This is an optimization exercise on Yosys and OpenROAD, whose aim is small area, a short achievable clock period and few clock cycles, not a production implementation. The RTL was checked by simulation tests, not by an equivalence proof against the original design. Power and IR drop assume default switching activity.

**flow/run.sh**
```bash
#!/bin/bash
# synth_recipe.tcl (not shown) runs the flow's synth.tcl, then flattens the netlist and writes it again
# the make line also repeats each setting of config.mk as NAME=value (left out here)
make -C /OpenROAD-flow-scripts/flow DESIGN_CONFIG=/design/flow/config.mk WORK_HOME=/design/flow/orfs CLKGATE_MAP_FILE= SYNTH_SCRIPT=/design/flow/synth_recipe.tcl finish
```
**flow/config.mk**
```make
export PLATFORM = sky130hd
export DESIGN_NAME = daly_rx
export DESIGN_NICKNAME = daly_rx
export VERILOG_FILES = /design/flow/design.v
export SDC_FILE = /design/flow/constraint.sdc
export NUM_CORES = 4
export LEC_CHECK = 0
export CAP_MARGIN = 20
export CORE_MARGIN = 2
export CORE_UTILIZATION = 40
export PLACE_DENSITY = 0.6
export SLEW_MARGIN = 20
```
**flow/constraint.sdc**
```tcl
create_clock -name core_clock -period 6.5 [get_ports {clk}]
set_input_delay 1.3000 -clock core_clock [delete_from_list [all_inputs] [get_ports {clk}]]
set_output_delay 1.3000 -clock core_clock [all_outputs]
set_load 0.01 [all_outputs]
```
**flow/design.v**
```verilog
module daly_rx (
    input  wire        clk,
    input  wire        rst,
    input  wire        start_valid,
    output wire        start_ready,
    input  wire [7:0]  start_cmd,
    input  wire [7:0]  start_n,
    input  wire        start_w2,
    input  wire [7:0]  start_count,
    input  wire        rx_valid,
    output wire        rx_ready,
    input  wire [7:0]  rx_data,
    input  wire        rx_last,
    input  wire        rx_ctl,
    output wire        item_valid,
    input  wire        item_ready,
    output wire [15:0] item_data,
    output wire        log_valid,
    output wire        log_kind,
    output wire [7:0]  log_a,
    output wire [7:0]  log_b,
    output wire        done,
    output wire [7:0]  done_frames,
    output wire [7:0]  done_items,
    output wire [2:0]  done_detail
);
    localparam S_IDLE  = 3'd0;
    localparam S_RECV  = 3'd1;
    localparam S_CHECK = 3'd2;
    localparam S_EMIT  = 3'd3;
    localparam S_DONE  = 3'd4;
    localparam D_NONE      = 3'd0;
    localparam D_READ_ERR  = 3'd1;
    localparam D_NO_DATA   = 3'd2;
    localparam D_SHORT     = 3'd3;
    localparam D_CHECKSUM  = 3'd4;
    localparam D_COMMAND   = 3'd5;
    localparam LOG_SHORT_READ = 1'b0;
    localparam LOG_PAGE_INDEX = 1'b1;
    reg [2:0]  state;
    reg [7:0]  x_cmd;
    reg [7:0]  x_n;
    reg        x_w2;
    reg [7:0]  x_count;
    reg [7:0]  slot;           
    reg [7:0]  fbuf [0:12];    
    reg [3:0]  flen;           
    reg [7:0]  reply_count;    
    reg [7:0]  series_len;     
    reg [7:0]  exp_idx;        
    reg [2:0]  last_detail;
    reg [2:0]  item_j;         
    reg        log_v;
    reg        log_k;
    reg [7:0]  log_a_r;
    reg [7:0]  log_b_r;
    wire [7:0] sum = fbuf[0] + fbuf[1] + fbuf[2]  + fbuf[3]
                   + fbuf[4] + fbuf[5] + fbuf[6]  + fbuf[7]
                   + fbuf[8] + fbuf[9] + fbuf[10] + fbuf[11];
    wire       sum_ok = (sum == fbuf[12]);
    wire       cmd_ok = (fbuf[2] == x_cmd);
    wire [2:0] items_per_page = x_w2 ? 3'd3 : 3'd7;
    wire [3:0] w1_pos = 4'd5 + {1'b0, item_j};
    wire [3:0] w2_pos = 4'd5 + {item_j[2:0], 1'b0};
    wire [15:0] cur_item = x_w2 ? {fbuf[w2_pos], fbuf[w2_pos + 4'd1]}
                                : {{8{fbuf[w1_pos][7]}}, fbuf[w1_pos]};
    wire last_item = (series_len + 8'd1 == x_count) ||
                     (item_j == items_per_page - 3'd1);
    wire last_slot = (slot + 8'd1 == x_n);
    assign start_ready = (state == S_IDLE);
    assign rx_ready    = (state == S_RECV);
    assign item_valid  = (state == S_EMIT);
    assign item_data   = cur_item;
    assign log_valid   = log_v;
    assign log_kind    = log_k;
    assign log_a       = log_a_r;
    assign log_b       = log_b_r;
    assign done        = (state == S_DONE);
    assign done_frames = reply_count;
    assign done_items  = series_len;
    assign done_detail = last_detail;
    always @(posedge clk) begin
        if (rst) begin
            state <= S_IDLE;
            log_v <= 1'b0;
        end else begin
            log_v <= 1'b0;
            case (state)
                S_IDLE: begin
                    if (start_valid) begin
                        x_cmd       <= start_cmd;
                        x_n         <= start_n;
                        x_w2        <= start_w2;
                        x_count     <= start_count;
                        slot        <= 8'd0;
                        flen        <= 4'd0;
                        reply_count <= 8'd0;
                        series_len  <= 8'd0;
                        exp_idx     <= 8'd1;
                        last_detail <= D_NONE;
                        state       <= (start_n == 8'd0) ? S_DONE : S_RECV;
                    end
                end
                S_RECV: begin
                    if (rx_valid) begin
                        if (rx_ctl) begin
                            last_detail <= rx_data[0] ? D_READ_ERR : D_NO_DATA;
                            state       <= S_DONE;
                        end else begin
                            if (flen < 4'd13)
                                fbuf[flen] <= rx_data;
                            if (flen != 4'd15)
                                flen <= flen + 4'd1;
                            if (rx_last) begin
                                if (flen + 4'd1 < 4'd13) begin
                                    last_detail <= D_SHORT;
                                    log_v       <= 1'b1;
                                    log_k       <= LOG_SHORT_READ;
                                    log_a_r     <= {4'd0, flen + 4'd1};
                                    log_b_r     <= 8'd0;
                                    state       <= S_DONE;
                                end else begin
                                    state <= S_CHECK;
                                end
                            end
                        end
                    end
                end
                S_CHECK: begin
                    if (!sum_ok || !cmd_ok) begin
                        last_detail <= sum_ok ? D_COMMAND : D_CHECKSUM;
                        slot        <= slot + 8'd1;
                        flen        <= 4'd0;
                        state       <= last_slot ? S_DONE : S_RECV;
                    end else begin
                        reply_count <= reply_count + 8'd1;
                        if (series_len != x_count) begin
                            if (fbuf[4] != exp_idx) begin
                                log_v   <= 1'b1;
                                log_k   <= LOG_PAGE_INDEX;
                                log_a_r <= exp_idx;
                                log_b_r <= fbuf[4];
                            end
                            exp_idx <= exp_idx + 8'd1;
                            item_j  <= 3'd0;
                            state   <= S_EMIT;
                        end else begin
                            slot  <= slot + 8'd1;
                            flen  <= 4'd0;
                            state <= last_slot ? S_DONE : S_RECV;
                        end
                    end
                end
                S_EMIT: begin
                    if (item_ready) begin
                        series_len <= series_len + 8'd1;
                        item_j     <= item_j + 3'd1;
                        if (last_item) begin
                            slot  <= slot + 8'd1;
                            flen  <= 4'd0;
                            state <= last_slot ? S_DONE : S_RECV;
                        end
                    end
                end
                S_DONE: begin
                    state <= S_IDLE;
                end
                default: state <= S_IDLE;
            endcase
        end
    end
endmodule
```
==> summary.txt <==
## stage by stage
step / setup WS, ns / power, W / hold slack (ns) / utilization
floorplan: 0.543 / 0.00203 / 0.595 / -
global placement: 0.738 / 0.00224 / 0.613 / 0.457
detailed placement: 0.635 / 0.00224 / 0.630 / 0.457
CTS: 0.608 / 0.00351 / 0.641 / 0.481
global route: 0.330 / 0.00362 / 0.673 / 0.481
finish: 0.668 / 0.00349 / 0.642 / 0.481
## worst min path at each step
stage,start,to,slack (ns),cells after the start
after floorplan,slot[5],slot[5],0.60,2
after detailed placement,state[1],state[1],0.63,1
after global routing,state[1],state[1],0.67,1
after global placement,reply_count[7],reply_count[7],0.61,2
after CTS,state[1],state[1],0.64,1
final,reply_count[7],reply_count[7],0.64,2
## cells by family (layout without fill, tap and decap cells)
kind of cell / Yosys count / count (layout) / share of synthesized area
adders and majority gates: 86 / 86 / 0.124
muxes: 90 / 90 / 0.146
and+or+nand+nor: 185 / 185 / 0.0720
AOI/OAI and AO/OA: 70 / 70 / 0.0359
DFF: 216 / 216 / 0.515
buffers and inverters: 106 / 233 / 0.0329
xor gates and xnor gates: 97 / 97 / 0.0751
## cell usage after synthesis, types with 9 or more instances
cell / number / area [um2]
nor2_1: 63 / 236
mux2i_1: 17 / 170
mux4_2: 67 / 1510
xor2_1: 31 / 272
nand2_1: 32 / 120
nand4_1: 9 / 56.3
and3_1: 28 / 175
nand3_1: 19 / 95.1
fa_1: 63 / 1260
buf_2: 10 / 50.1
xnor2_1: 60 / 526
ha_1: 23 / 288
edfxtp_1: 212 / 6370
inv_1: 72 / 270
nor3_1: 9 / 45.0
o21ai_0: 18 / 90.1
clkbuf_1: 20 / 75.1
a21oi_1: 26 / 130
## metal layers
metal | vias up | track usage | wire (um)
met3 | 42 | 0.0254 | 1370
met5 | - | 0 | 0
met2 | 211 | 0.320 | 15100
met1 | 3848 | 0.263 | 13600
li1 | 3379 | - | -
met4 | 0 | 0.0452 | 641
## power by group
group          internal [W]  switching (W)  leakage, nW  total [W]
Combinational      0.000241       0.000280         2.94   0.000522
Sequential          0.00161      0.0000782         1.98    0.00169
Clock              0.000734       0.000541        0.354    0.00127
Total               0.00259       0.000899         5.28    0.00349
## layout by cell type (no fill, tap or decap), types with 3 or more instances in the layout
cell type        instances
clkbuf_16               25
mux4_1                   5
ha_1                    22
xor2_1                  31
fa_1                    63
clkbuf_1                 4
a21oi_1                 25
edfxtp_1               212
nor2b_1                  3
nand4_1                  9
o21ai_0                 18
and2_1                   4
and3_1                  28
nand2b_1                 5
mux2i_1                 17
dfxtp_1                  4
clkdlybuf4s50_1         96
inv_1                   71
clkinv_2                 3
buf_4                   21
xnor3_1                  3
nor2_1                  63
clkinv_1                10
nand3_1                 19
nor4_1                   4
xnor2_1                 60
nor3_1                   6
o211ai_1                 3
nand2_1                 32
mux4_2                  67
## layout make-up
type                            instances  area, um2  area share
Tap cell                              396        495      0.0336
Inverter                               72        270      0.0183
Multi-Input combinational cell        528       5700       0.386
Clock inverter                         14       82.6     0.00559
Clock buffer                           29        641      0.0434
Sequential cell                       216       6450       0.437
Timing Repair Buffer                  118       1130      0.0765
## worst max-delay path, cell delays in order, from the launching register on
cell      delay [ns]
edfxtp_1        0.42
fa_1            0.55
inv_1           0.05
fa_1            0.51
fa_1            0.53
fa_1            0.55
inv_1           0.05
fa_1            0.54
ha_1            0.19
inv_1           0.06
fa_1            0.45
xnor2_1         0.14
nor4_1          0.32
nand3_1         0.17
nor2_1          0.33
nand3_1         0.20
o32ai_2         0.15
buf_4           0.28
## registers in the layout (all words and copies together) (netlist names), 3 cells and up
register	flops
fbuf	128
exp_idx	8
log_a_r	8
log_b_r	8
reply_count	8
series_len	8
slot	8
x_cmd	8
x_count	8
x_n	8
flen	4
item_j	3
last_detail	3
state	3
==> results.sh <==
export IMPL_htree_levels=1
export IMPL_grt_max_degree=61
export IMPL_finClkSkew_ns=0.0198
export IMPL_crit_path_end_kind="register"
export IMPL_grt_pass1_vias=7789
export IMPL_cts_setup_buffers=0
export IMPL_placed_cell_area_mm2=0.0140
export IMPL_clockRootBuffer="clkbuf_16"
export IMPL_avgRoutedWirePerCell_um=22.4
export IMPL_setup_viol=0
export IMPL_drt_wl_total_um=30700
export IMPL_critPathLaunch="fbuf[11][2]"
export IMPL_cp_required_ns=6.70
export IMPL_critPathKind="register to register"
export IMPL_crit_arrival_ns=6.03
export IMPL_synthFlopType="edfxtp_1"
export IMPL_reg2reg_from="fbuf[11][2]"
export IMPL_row_count=64
export IMPL_r2r_end="log_b_r[6]"
export IMPL_final_hold_viol_count=0
export IMPL_drt_iter0_markers=606
export IMPL_final_cells=1373
export IMPL_clk_pin_slew_worst_paths_ns=0.06
export IMPL_cts_sinks=216
export IMPL_numCtsBuffers=25
export IMPL_die_height_um=181
export IMPL_grt_overflow_total=0
export IMPL_core_area_mm2=0.0307
export IMPL_max_freq_mhz=171
export IMPL_finalCriticalPeriod_ns=5.83
export IMPL_async_flop_share=0
export IMPL_grt_antenna_before_repair=0
export IMPL_fp_dieW_um=181
export IMPL_via_per_inst=5.45
export IMPL_synth_cell_area_mm2=0.0125
export IMPL_regToRegSetupSlack_ns=0.67
export IMPL_drc=0
export IMPL_yosysUniqueCellTypes=58
export IMPL_post_dp_hpwl_um=22800
export IMPL_drive_above_1_share=0.140
export IMPL_path_max_fanout=17
export IMPL_synth_avg_cell_area_um2=14.7
export IMPL_grt_usage=0.190
export IMPL_initial_core_util=0.408
export IMPL_vias=7480
export IMPL_ios=97
export IMPL_worst_setup_path_start_kind="register"
export IMPL_worst_slew_pin_slew_ns=1.13
export IMPL_synthesis_nets=976
export IMPL_dr_pass1_iters=4
export IMPL_rr_worst_depth=17
export IMPL_ys_warn_count=1
export IMPL_min_path_type="register to register"
export IMPL_synth_edf_count=212
export IMPL_p_leak_nw=5.28
export IMPL_setup_tns_ns=0
export IMPL_port_buffers=96
export IMPL_timing_final_crit_share=0.897
export IMPL_maxCapViolCount=0
export IMPL_crit_path_end="log_b_r[6]"
export IMPL_slew_headroom=0.246
export IMPL_syn_inst=850
export IMPL_final_nets=1087
export IMPL_die_area_mm2=0.0327
export IMPL_syn_to_final_growth_pct=17.9
export IMPL_post_cts_resized=0
export IMPL_final_max_slew_viol_count=0
export IMPL_ir_drop_uv=172
export IMPL_grt_pass1_wl_um=47200
export IMPL_status="timing/DRC/antenna clean"
export IMPL_ys_seq_area_frac=0.515
export IMPL_ys_ff_latch=216
export IMPL_cts_tree="done"
export IMPL_n_antenna_cell=0
export IMPL_fin_area_mm2=0.0148
export IMPL_ant_nets=0
export IMPL_p_per_area_mw_per_mm2=236
export IMPL_place_congestion=0.820
export IMPL_n_fill_cell=2671
export IMPL_cts_hold_buf=0
export IMPL_insertion_delay_ns=0.52
export IMPL_rsz0062_at_grt="no"
export IMPL_max_clock_path_buffers=3
export IMPL_dp_cells=1330
Testbench counts, summed over its fixed seeds: cycles 65,973.

[port drivers added, routing unchanged]
The results above use ideal ports. As a check the final layout listed here was re-extracted and re-timed, cells and wires unchanged.
Step 1 (the two cells are an assumption about what drives the block):
set clk [get_ports {clk}]
set_driving_cell -lib_cell sky130_fd_sc_hd__clkbuf_16 $clk
set_driving_cell -lib_cell sky130_fd_sc_hd__buf_2 [delete_from_list [all_inputs] $clk]
Step 2 also shifts input and output timing later by t, the mid clock arrival at the registers, as if the neighbouring blocks saw the same clock.
Three values: no drivers, after step 1, after step 2; two values: the first two.
shift t [ns]: 0.562
setup WS [ns]: 0.668 / 0.668 / 0.668
worst data-port slew with drivers (ns): 0.04
pins driven straight from the clock port: 1
After both steps this run still meets setup and hold. For this run, drivers alone change the setup slack by 0.000 ns; drivers and shift together by 0.000 ns.
